This design comes from an exercise in tuning for small area on the open sky130 flow, not from production work.
RTL that was checked went through simulation tests only; none was proved equivalent to the original.
The clock input has no modelled driver; a real chip could not lean on it and would need a root buffer or a full tree.
Power is estimated from default activity; no workload was simulated.

## jtag_spi_bridge
module jtag_spi_bridge (
    input  wire tck,
    input  wire tdi,
    input  wire p_shift,
    input  wire p_ce,
    input  wire p_rstn,
    input  wire p_rti1,
    output wire tdo,
    input  wire miso,
    output wire cs_n,
    output wire mosi,
    output wire spi_oe,      
    output wire wp_n,
    output wire hold_n
);
For scale: about 76 cells after synthesis, roughly 750 sq um of cells after synthesis.
clock: 10.0 ns
lec_check: 0
cap_margin: 20
core_area: 2 2 62 62
cts_buf_list: sky130_fd_sc_hd__clkbuf_8
cts_cluster_diameter: 200
cts_cluster_size: 30
die_area: 0 0 64 64
place_density: 0.9
slew_margin: 20
standard.sh (not shown) runs the stock make flow with config.mk's settings and CLKGATE_MAP_FILE= SYNTH_SCRIPT=/design/flow/synth_recipe.tcl, a recipe that flattens the netlist after the stock synthesis.
==> flow/flow/run.sh <==
#!/bin/bash
# Own layout flow: the standard flow, with these changes to how the
# layout is made:
#  1. after the standard synthesis, the gates between the registers are
#     replaced by a hand-mapped netlist of the same design (flow/
#     hand_netlist.v, made by gen/gen_netlist.py); the registers keep the
#     names and cell types the standard synthesis gave them. If the
#     registers do not match, ABC re-maps the standard netlist for area
#     instead (flow/reopt.tcl);
#  2. the port buffers are the smallest buffer cell (buf_1);
#  3. the clock tree is one level of CLK_NBUF buffers driven by the clock
#     port (flow/post_cts.tcl).
# Each tool's output goes to a log file of its own in the work folder.
set -euo pipefail
WORK=$(pwd)
RES=$WORK/orfs/results/$FLOW_PLATFORM/jtag_spi_bridge/base
LIB=$FLOW_HOME/platforms/$FLOW_PLATFORM/lib/sky130_fd_sc_hd__tt_025C_1v80.lib

# 1. standard synthesis
bash standard.sh synth > "$WORK/log_1_synth_standard.log" 2>&1
cp "$RES/1_2_yosys.v" "$WORK/synth_standard.v"

# 2. the hand-mapped netlist, with the standard synthesis's register names
if python3 "$WORK/flow/place_ffs.py" "$WORK/flow/hand_netlist.v" "$WORK/synth_standard.v" \
     "$WORK/synth_new.v" > "$WORK/log_2_netlist.log" 2>&1; then
  echo "hand-mapped netlist" >> "$WORK/log_2_netlist.log"
else
  REOPT_LIB=$LIB REOPT_IN=$WORK/synth_standard.v REOPT_TOP=$FLOW_TOP \
  REOPT_STAT=$WORK/reopt_stat.txt REOPT_OUT=$WORK/synth_new.v \
    yosys -c "$WORK/flow/reopt.tcl" > "$WORK/log_2_reopt.log" 2>&1
fi
sleep 1
cp "$WORK/synth_new.v" "$RES/1_2_yosys.v"
touch "$RES/1_2_yosys.v"
rm -f "$RES/1_synth.odb" "$RES/1_synth.sdc"
bash standard.sh synth > "$WORK/log_3_synth_odb.log" 2>&1

# 3. the rest of the standard flow
export BUFFER_PORTS_ARGS="-buffer_cell sky130_fd_sc_hd__buf_1"
export POST_CTS_TCL="$WORK/flow/post_cts.tcl"
export FLOW_CLOCK_PORT=tck
export CLK_NBUF=1
export CLK_BUF=sky130_fd_sc_hd__clkinv_8
export CLK_PRE_INV=sky130_fd_sc_hd__clkinv_2
export CTS_ARGS="-sink_clustering_enable -repair_clock_nets -dont_use_dummy_load -sink_clustering_size 30 -sink_clustering_max_diameter 200 -buf_list sky130_fd_sc_hd__clkbuf_8"
bash standard.sh > "$WORK/log_4_layout.log" 2>&1
test -f "$WORK/out/final.def"
==> flow/flow/post_cts.tcl <==
# After clock tree synthesis. A design this small needs no clock tree of
# several levels: every clock load (register clock pins and the clock
# inverter of the falling-edge register) is driven by one of CLK_NBUF
# buffers of type CLK_BUF, all driven directly by the clock port, with the
# loads split between them by position. Every register's clock then passes
# through exactly one buffer of the same type with about the same load.
set block [ord::get_db_block]
set db [ord::get_db]
set port_net [$block findNet $::env(FLOW_CLOCK_PORT)]
set nbuf $::env(CLK_NBUF)
set master [$db findMaster $::env(CLK_BUF)]

# collect the clock buffers CTS made and the loads they drive
set bufs {}
set frontier [list $port_net]
set loads {}
while { [llength $frontier] > 0 } {
  set net [lindex $frontier 0]
  set frontier [lrange $frontier 1 end]
  foreach it [$net getITerms] {
    if { ![$it isInputSignal] } { continue }
    set inst [$it getInst]
    if { [string match "*clkbuf*" [[$inst getMaster] getName]] } {
      lappend bufs $inst
      lappend frontier [[$inst findITerm X] getNet]
    } else {
      lappend loads $it
    }
  }
}
# remove them
foreach b $bufs {
  set out [[$b findITerm X] getNet]
  foreach it [$b getITerms] { if { [$it getNet] ne "NULL" } { $it disconnect } }
  odb::dbInst_destroy $b
  if { $out ne $port_net } { odb::dbNet_destroy $out }
}
foreach it $loads { if { [$it getNet] ne "NULL" } { $it disconnect } }

# order the loads by position (x, then y) and split them into nbuf groups
set keyed {}
foreach it $loads {
  set bb [[$it getInst] getBBox]
  lappend keyed [list [expr { ([$bb xMin] + [$bb xMax]) / 2 }] [expr { ([$bb yMin] + [$bb yMax]) / 2 }] $it]
}
set keyed [lsort -integer -index 0 $keyed]
set n [llength $keyed]
for { set g 0 } { $g < $nbuf } { incr g } {
  set lo [expr { ($g * $n) / $nbuf }]
  set hi [expr { (($g + 1) * $n) / $nbuf - 1 }]
  set net [odb::dbNet_create $block "clknet_root_$g"]
  $net setSigType CLOCK
  if { [info exists ::env(CLK_PRE_INV)] } {
    # the buffer is a pair of inverters: a small one at the port, then the
    # driver of the loads
    set pre [odb::dbInst_create $block [$db findMaster $::env(CLK_PRE_INV)] "clkinv_pre_$g"]
    set mid [odb::dbNet_create $block "clknet_pre_$g"]
    $mid setSigType CLOCK
    [$pre findITerm A] connect $port_net
    [$pre findITerm Y] connect $mid
    set buf [odb::dbInst_create $block $master "clkinv_root_$g"]
    [$buf findITerm A] connect $mid
    [$buf findITerm Y] connect $net
  } else {
    set buf [odb::dbInst_create $block $master "clkbuf_root_$g"]
    [$buf findITerm A] connect $port_net
    [$buf findITerm X] connect $net
  }
  set sx 0; set sy 0
  foreach k [lrange $keyed $lo $hi] {
    [lindex $k 2] connect $net
    set sx [expr { $sx + [lindex $k 0] }]
    set sy [expr { $sy + [lindex $k 1] }]
  }
  set cnt [expr { $hi - $lo + 1 }]
  foreach b [concat $buf [expr { [info exists pre] ? $pre : {} }]] {
    $b setLocation [expr { $sx / $cnt }] [expr { $sy / $cnt }]
    $b setPlacementStatus PLACED
    $b setSourceType TIMING
  }
}
global_connect
puts "post_cts: replaced [llength $bufs] clock buffers by $nbuf $::env(CLK_BUF) for $n loads"
detailed_placement
check_placement -verbose
estimate_parasitics -placement
report_clock_skew
Other scripts of this flow, unchanged in this note and not shown: flow/flow/hand_netlist.v, flow/flow/place_ffs.py, flow/flow/reopt.tcl
Change:
--- a/flow/flow/run.sh
+++ b/flow/flow/run.sh
@@ -37,10 +37,11 @@
 
 # 3. the rest of the standard flow
+export SKIP_REPAIR_TIE_FANOUT=1
 export BUFFER_PORTS_ARGS="-buffer_cell sky130_fd_sc_hd__buf_1"
 export POST_CTS_TCL="$WORK/flow/post_cts.tcl"
 export FLOW_CLOCK_PORT=tck
 export CLK_NBUF=1
-export CLK_BUF=sky130_fd_sc_hd__clkinv_8
-export CLK_PRE_INV=sky130_fd_sc_hd__clkinv_2
+export CLK_BUF=sky130_fd_sc_hd__inv_8
+export CLK_PRE_INV=sky130_fd_sc_hd__inv_1
 export CTS_ARGS="-sink_clustering_enable -repair_clock_nets -dont_use_dummy_load -sink_clustering_size 30 -sink_clustering_max_diameter 200 -buf_list sky130_fd_sc_hd__clkbuf_8"
 bash standard.sh > "$WORK/log_4_layout.log" 2>&1
Hold slack gets better by 0.0041 ns.
Area after synthesis stays the same.
Clock power came out lower by 5.9%.
Change:
--- a/flow/flow/run.sh
+++ b/flow/flow/run.sh
@@ -37,11 +37,9 @@
 
 # 3. the rest of the standard flow
-export SKIP_REPAIR_TIE_FANOUT=1
 export BUFFER_PORTS_ARGS="-buffer_cell sky130_fd_sc_hd__buf_1"
 export POST_CTS_TCL="$WORK/flow/post_cts.tcl"
 export FLOW_CLOCK_PORT=tck
 export CLK_NBUF=1
-export CLK_BUF=sky130_fd_sc_hd__inv_8
-export CLK_PRE_INV=sky130_fd_sc_hd__inv_1
+export CLK_BUF=sky130_fd_sc_hd__clkbuf_16
 export CTS_ARGS="-sink_clustering_enable -repair_clock_nets -dont_use_dummy_load -sink_clustering_size 30 -sink_clustering_max_diameter 200 -buf_list sky130_fd_sc_hd__clkbuf_8"
 bash standard.sh > "$WORK/log_4_layout.log" 2>&1
--- a/flow/flow/post_cts.tcl
+++ b/flow/flow/post_cts.tcl
@@ -49,22 +49,9 @@
   set lo [expr { ($g * $n) / $nbuf }]
   set hi [expr { (($g + 1) * $n) / $nbuf - 1 }]
+  set buf [odb::dbInst_create $block $master "clkbuf_root_$g"]
   set net [odb::dbNet_create $block "clknet_root_$g"]
   $net setSigType CLOCK
-  if { [info exists ::env(CLK_PRE_INV)] } {
-    # the buffer is a pair of inverters: a small one at the port, then the
-    # driver of the loads
-    set pre [odb::dbInst_create $block [$db findMaster $::env(CLK_PRE_INV)] "clkinv_pre_$g"]
-    set mid [odb::dbNet_create $block "clknet_pre_$g"]
-    $mid setSigType CLOCK
-    [$pre findITerm A] connect $port_net
-    [$pre findITerm Y] connect $mid
-    set buf [odb::dbInst_create $block $master "clkinv_root_$g"]
-    [$buf findITerm A] connect $mid
-    [$buf findITerm Y] connect $net
-  } else {
-    set buf [odb::dbInst_create $block $master "clkbuf_root_$g"]
-    [$buf findITerm A] connect $port_net
-    [$buf findITerm X] connect $net
-  }
+  [$buf findITerm A] connect $port_net
+  [$buf findITerm X] connect $net
   set sx 0; set sy 0
   foreach k [lrange $keyed $lo $hi] {
@@ -74,9 +61,7 @@
   }
   set cnt [expr { $hi - $lo + 1 }]
-  foreach b [concat $buf [expr { [info exists pre] ? $pre : {} }]] {
-    $b setLocation [expr { $sx / $cnt }] [expr { $sy / $cnt }]
-    $b setPlacementStatus PLACED
-    $b setSourceType TIMING
-  }
+  $buf setLocation [expr { $sx / $cnt }] [expr { $sy / $cnt }]
+  $buf setPlacementStatus PLACED
+  $buf setSourceType TIMING
 }
 global_connect
Effect: The new run finished clean. Cell count is unchanged. Setup slack improves by 0.066 ns. Critical path depth is unchanged. Wire length drops by 2.5%. Register-to-register slack improves by 0.03 ns. Total power climbs by about 2%. Via count drops by 2.9%. Design area climbs by 1.6%. Sequential cell count is unchanged. Die area does not change.
Change:
--- a/flow/flow/run.sh
+++ b/flow/flow/run.sh
@@ -41,5 +41,6 @@
 export FLOW_CLOCK_PORT=tck
 export CLK_NBUF=1
-export CLK_BUF=sky130_fd_sc_hd__clkbuf_16
+export CLK_BUF=sky130_fd_sc_hd__inv_6
+export CLK_PRE_INV=sky130_fd_sc_hd__inv_1
 export CTS_ARGS="-sink_clustering_enable -repair_clock_nets -dont_use_dummy_load -sink_clustering_size 30 -sink_clustering_max_diameter 200 -buf_list sky130_fd_sc_hd__clkbuf_8"
 bash standard.sh > "$WORK/log_4_layout.log" 2>&1
--- a/flow/flow/post_cts.tcl
+++ b/flow/flow/post_cts.tcl
@@ -49,9 +49,22 @@
   set lo [expr { ($g * $n) / $nbuf }]
   set hi [expr { (($g + 1) * $n) / $nbuf - 1 }]
-  set buf [odb::dbInst_create $block $master "clkbuf_root_$g"]
   set net [odb::dbNet_create $block "clknet_root_$g"]
   $net setSigType CLOCK
-  [$buf findITerm A] connect $port_net
-  [$buf findITerm X] connect $net
+  if { [info exists ::env(CLK_PRE_INV)] } {
+    # the buffer is a pair of inverters: a small one at the port, then the
+    # driver of the loads
+    set pre [odb::dbInst_create $block [$db findMaster $::env(CLK_PRE_INV)] "clkinv_pre_$g"]
+    set mid [odb::dbNet_create $block "clknet_pre_$g"]
+    $mid setSigType CLOCK
+    [$pre findITerm A] connect $port_net
+    [$pre findITerm Y] connect $mid
+    set buf [odb::dbInst_create $block $master "clkinv_root_$g"]
+    [$buf findITerm A] connect $mid
+    [$buf findITerm Y] connect $net
+  } else {
+    set buf [odb::dbInst_create $block $master "clkbuf_root_$g"]
+    [$buf findITerm A] connect $port_net
+    [$buf findITerm X] connect $net
+  }
   set sx 0; set sy 0
   foreach k [lrange $keyed $lo $hi] {
@@ -61,7 +74,9 @@
   }
   set cnt [expr { $hi - $lo + 1 }]
-  $buf setLocation [expr { $sx / $cnt }] [expr { $sy / $cnt }]
-  $buf setPlacementStatus PLACED
-  $buf setSourceType TIMING
+  foreach b [concat $buf [expr { [info exists pre] ? $pre : {} }]] {
+    $b setLocation [expr { $sx / $cnt }] [expr { $sy / $cnt }]
+    $b setPlacementStatus PLACED
+    $b setSourceType TIMING
+  }
 }
 global_connect
After rerunning:
- wire length rose slightly
- total power fell by a few percent
- register-to-register slack degrades by 0.03 ns

========
== cedar ==
jtag_spi_bridge, a different RTL version from the one above (not shown whole).
Size: roughly 120 cells after synthesis, roughly 21 flip-flops, about 1000 um^2 of cells after synthesis.
make LEC_CHECK=0 CAP_MARGIN=20 CORE_MARGIN=2 CORE_UTILIZATION=40 CTS_BUF_LIST='sky130_fd_sc_hd__clkbuf_2 sky130_fd_sc_hd__clkbuf_4' SLEW_MARGIN=20 finish   # period 10.0 ns
run.sh (not shown) runs the stock make flow with config.mk's settings and CLKGATE_MAP_FILE= SYNTH_SCRIPT=/design/flow/synth_recipe.tcl, a recipe that flattens the netlist after the stock synthesis.
Stock flow here: none of the scripts above is used.
cedar has completed all stages; timing, DRC and antenna checks passed.
--- input diff cedar..nickel ---
Settings: ABC_AREA: unset -> 1.
==> comparison <==
As far as buffer and inverter count on the worst path goes, cedar and nickel are indistinguishable; the numbers are identical.
Via count: nickel vs cedar up 190
Cmp nickel vs cedar: hold-critical path depth lower in nickel
For the area growth from synthesis to final layout, nickel came in 2.6 points lower than cedar did.
Looking at portion of total power attributed to combinational logic, nickel sits above cedar.
cedar -> nickel: routed wire length increased by more than 10%
Worst setup slack deteriorates in nickel relative to cedar.
On via count of the first global-routing pass: between nickel and cedar, it ends up lower for cedar.
nickel vs. cedar: met1 routing resource usage after global routing now sits higher; power picked up an extra 18%; cell area after layout moved up.
Changes in sierra relative to nickel:
Settings: CTS_BUF_LIST changed from sky130_fd_sc_hd__clkbuf_2 sky130_fd_sc_hd__clkbuf_4 to sky130_fd_sc_hd__clkbuf_8 sky130_fd_sc_hd__clkbuf_16; ABC_AREA removed (was 1).
[summary]
Diff nickel -> sierra | combinational cell fraction of total power | decrease of 13 points
Across both runs, synthesized cell count was lower for sierra than for nickel.
Leading power group = registers: sierra; leading power group = combinational logic: nickel
sierra vs. nickel: routed wire length moved down, chip height moved down, post-synthesis instance area moved down.
Function was not checked in any run of this note: the RTL went through the layout flow alone.

========
v26:
jtag_spi_bridge, a different RTL version from the one above (not shown whole).
For scale: roughly 13 I/O pins, ~840 um^2 of cells after synthesis.
==> flow/config.mk <==
export PLATFORM = sky130hd
export DESIGN_NAME = jtag_spi_bridge
export DESIGN_NICKNAME = jtag_spi_bridge
export VERILOG_FILES = /design/flow/design.v
export SDC_FILE = /design/flow/constraint.sdc
export NUM_CORES = 4
export LEC_CHECK = 0
export CAP_MARGIN = 20
export CORE_AREA = 2 2 62 62
export CTS_BUF_LIST = sky130_fd_sc_hd__clkbuf_8
export CTS_CLUSTER_DIAMETER = 200
export CTS_CLUSTER_SIZE = 30
export DIE_AREA = 0 0 64 64
export SLEW_MARGIN = 20
==> flow/constraint.sdc <==
create_clock -name core_clock -period 10.0 [get_ports {tck}]
set_input_delay 2.0000 -clock core_clock [delete_from_list [all_inputs] [get_ports {tck}]]
set_output_delay 2.0000 -clock core_clock [all_outputs]
set_load 0.01 [all_outputs]
standard.sh (not shown) runs the stock make flow with config.mk's settings and CLKGATE_MAP_FILE= SYNTH_SCRIPT=/design/flow/synth_recipe.tcl, a recipe that flattens the netlist after the stock synthesis.
==> flow/flow/run.sh <==
#!/bin/bash
# Own layout flow: the standard flow, with three changes to how the
# layout is made:
#  1. after the standard synthesis, the combinational gates between the
#     registers are re-mapped by ABC for area (registers, their names and
#     cell types are kept as the standard synthesis made them);
#  2. the port buffers are the smallest buffer cell (buf_1);
#  3. the clock tree is a single root buffer (no second level, no dummy
#     loads).
# Each tool's output goes to a log file of its own in the work folder.
set -euo pipefail
WORK=$(pwd)
RES=$WORK/orfs/results/$FLOW_PLATFORM/jtag_spi_bridge/base
LIB=$FLOW_HOME/platforms/$FLOW_PLATFORM/lib/sky130_fd_sc_hd__tt_025C_1v80.lib

# 1. standard synthesis
bash standard.sh synth > "$WORK/log_1_synth_standard.log" 2>&1
cp "$RES/1_2_yosys.v" "$WORK/synth_standard.v"

# 2. re-map the combinational logic
REOPT_LIB=$LIB REOPT_IN=$WORK/synth_standard.v REOPT_TOP=$FLOW_TOP \
REOPT_STAT=$WORK/reopt_stat.txt REOPT_OUT=$WORK/synth_reopt.v \
  yosys -c "$WORK/flow/reopt.tcl" > "$WORK/log_2_reopt.log" 2>&1
sleep 1
cp "$WORK/synth_reopt.v" "$RES/1_2_yosys.v"
touch "$RES/1_2_yosys.v"
rm -f "$RES/1_synth.odb" "$RES/1_synth.sdc"
bash standard.sh synth > "$WORK/log_3_synth_odb.log" 2>&1

# 3. the rest of the standard flow
export BUFFER_PORTS_ARGS="-buffer_cell sky130_fd_sc_hd__buf_1"
export POST_CTS_TCL="$WORK/flow/post_cts.tcl"
export FLOW_CLOCK_PORT=tck
export ROOT_CLKBUF=sky130_fd_sc_hd__clkbuf_16
export CTS_ARGS="-sink_clustering_enable -repair_clock_nets -dont_use_dummy_load -sink_clustering_size 30 -sink_clustering_max_diameter 200 -buf_list sky130_fd_sc_hd__clkbuf_8"
bash standard.sh > "$WORK/log_4_layout.log" 2>&1
test -f "$WORK/out/final.def"
==> flow/flow/post_cts.tcl <==
# After clock tree synthesis: a design this small needs only the root clock
# buffer. Move every load of the second-level clock buffers onto the root
# buffer's output and remove those buffers, so that a single buffer drives
# every register's clock pin (all registers get the same clock arrival).
set block [ord::get_db_block]
set tck_net [$block findNet $::env(FLOW_CLOCK_PORT)]
set root ""
foreach it [$tck_net getITerms] {
  set inst [$it getInst]
  if { [string match "*clkbuf*" [[$inst getMaster] getName]] } { set root $inst }
}
if { $root ne "" } {
  set root_net [[$root findITerm X] getNet]
  set leaves {}
  foreach it [$root_net getITerms] {
    set inst [$it getInst]
    if { $inst ne $root && [string match "*clkbuf*" [[$inst getMaster] getName]] } {
      lappend leaves $inst
    }
  }
  foreach leaf $leaves {
    set leaf_net [[$leaf findITerm X] getNet]
    foreach it [$leaf_net getITerms] {
      if { [$it getInst] ne $leaf } {
        $it disconnect
        $it connect $root_net
      }
    }
    [$leaf findITerm A] disconnect
    [$leaf findITerm X] disconnect
    odb::dbInst_destroy $leaf
    odb::dbNet_destroy $leaf_net
  }
  puts "post_cts: removed [llength $leaves] second-level clock buffers"
  if { [info exists ::env(ROOT_CLKBUF)] } {
    $root swapMaster [[ord::get_db] findMaster $::env(ROOT_CLKBUF)]
  }
  # put the root buffer at the centre of its loads
  set sx 0; set sy 0; set n 0
  foreach it [$root_net getITerms] {
    set inst [$it getInst]
    if { $inst ne $root } {
      set bb [$inst getBBox]
      set sx [expr { $sx + ([$bb xMin] + [$bb xMax]) / 2 }]
      set sy [expr { $sy + ([$bb yMin] + [$bb yMax]) / 2 }]
      incr n
    }
  }
  if { $n > 0 } {
    $root setPlacementStatus PLACED
    $root setLocation [expr { $sx / $n }] [expr { $sy / $n }]
    detailed_placement
    check_placement -verbose
  }
}
estimate_parasitics -placement
report_clock_skew
Other scripts of this flow, unchanged in this note and not shown: flow/flow/reopt.tcl
v26 reached the end of the flow, and the finished layout is clean on the timing, DRC and antenna checks.
What v52 does differently from v26 at the input level:
- PLACE_DENSITY now 0.9, previously not set
-- flow/flow/run.sh --
<<< v26, line 33
export FLOW_CLOCK_PORT=tck
export ROOT_CLKBUF=sky130_fd_sc_hd__clkbuf_16
export CTS_ARGS="-sink_clustering_enable -repair_clock_nets -dont_use_dummy_load -sink_clustering_size 30 -sink_clustering_max_diameter 200 -buf_list sky130_fd_sc_hd__clkbuf_8"
>>> v52, line 33
export FLOW_CLOCK_PORT=tck
export CTS_ARGS="-sink_clustering_enable -repair_clock_nets -dont_use_dummy_load -sink_clustering_size 30 -sink_clustering_max_diameter 200 -buf_list sky130_fd_sc_hd__clkbuf_8"
Results
Taking v26 as the reference, in v52 met2 capacity usage during global routing moved down, power moved down.
Power share of the combinational group ended up 0.9 points higher on v52 than on v26.
v52 does worse than v26 on pre-CTS worst setup slack.
Inputs modified between v52 and v57:
- PLACE_DENSITY no longer set, was 0.9
-- flow/flow/run.sh --
<<< v52, line 7
#  2. the port buffers are the smallest buffer cell (buf_1);
#  3. the clock tree is a single root buffer (no second level, no dummy
#     loads).
# Each tool's output goes to a log file of its own in the work folder.
>>> v57, line 7
#  2. the port buffers are the smallest buffer cell (buf_1);
#  3. clock tree synthesis adds no dummy loads.
# Each tool's output goes to a log file of its own in the work folder.
<<< v52, line 31
export BUFFER_PORTS_ARGS="-buffer_cell sky130_fd_sc_hd__buf_1"
export POST_CTS_TCL="$WORK/flow/post_cts.tcl"
export FLOW_CLOCK_PORT=tck
export CTS_ARGS="-sink_clustering_enable -repair_clock_nets -dont_use_dummy_load -sink_clustering_size 30 -sink_clustering_max_diameter 200 -buf_list sky130_fd_sc_hd__clkbuf_8"
>>> v57, line 30
export BUFFER_PORTS_ARGS="-buffer_cell sky130_fd_sc_hd__buf_1"
export CTS_ARGS="-sink_clustering_enable -repair_clock_nets -dont_use_dummy_load -sink_clustering_size 30 -sink_clustering_max_diameter 200 -buf_list sky130_fd_sc_hd__clkbuf_8"
removed: flow/flow/post_cts.tcl
--- outcome ---
When v57 is set beside v52, its clock tree buffer count of the final layout turns out to be 2 larger.
Relative to v52, internal power of the cells increased by 0.018 mW in v57.
The higher portion of the layout cell area used by clock cells came out of v57.
v57 against v52: number of cells in the finished layout apart from fillers saw an increase, combinational group power saw an increase.
Compared with v52, v57 shows power consumption that has gone up by more than 10%.
From v52 to v57 the numbers moved as follows: post-detailed-route via-to-cell ratio roughly the same; share of post-route cells with drive strength above 1 higher.
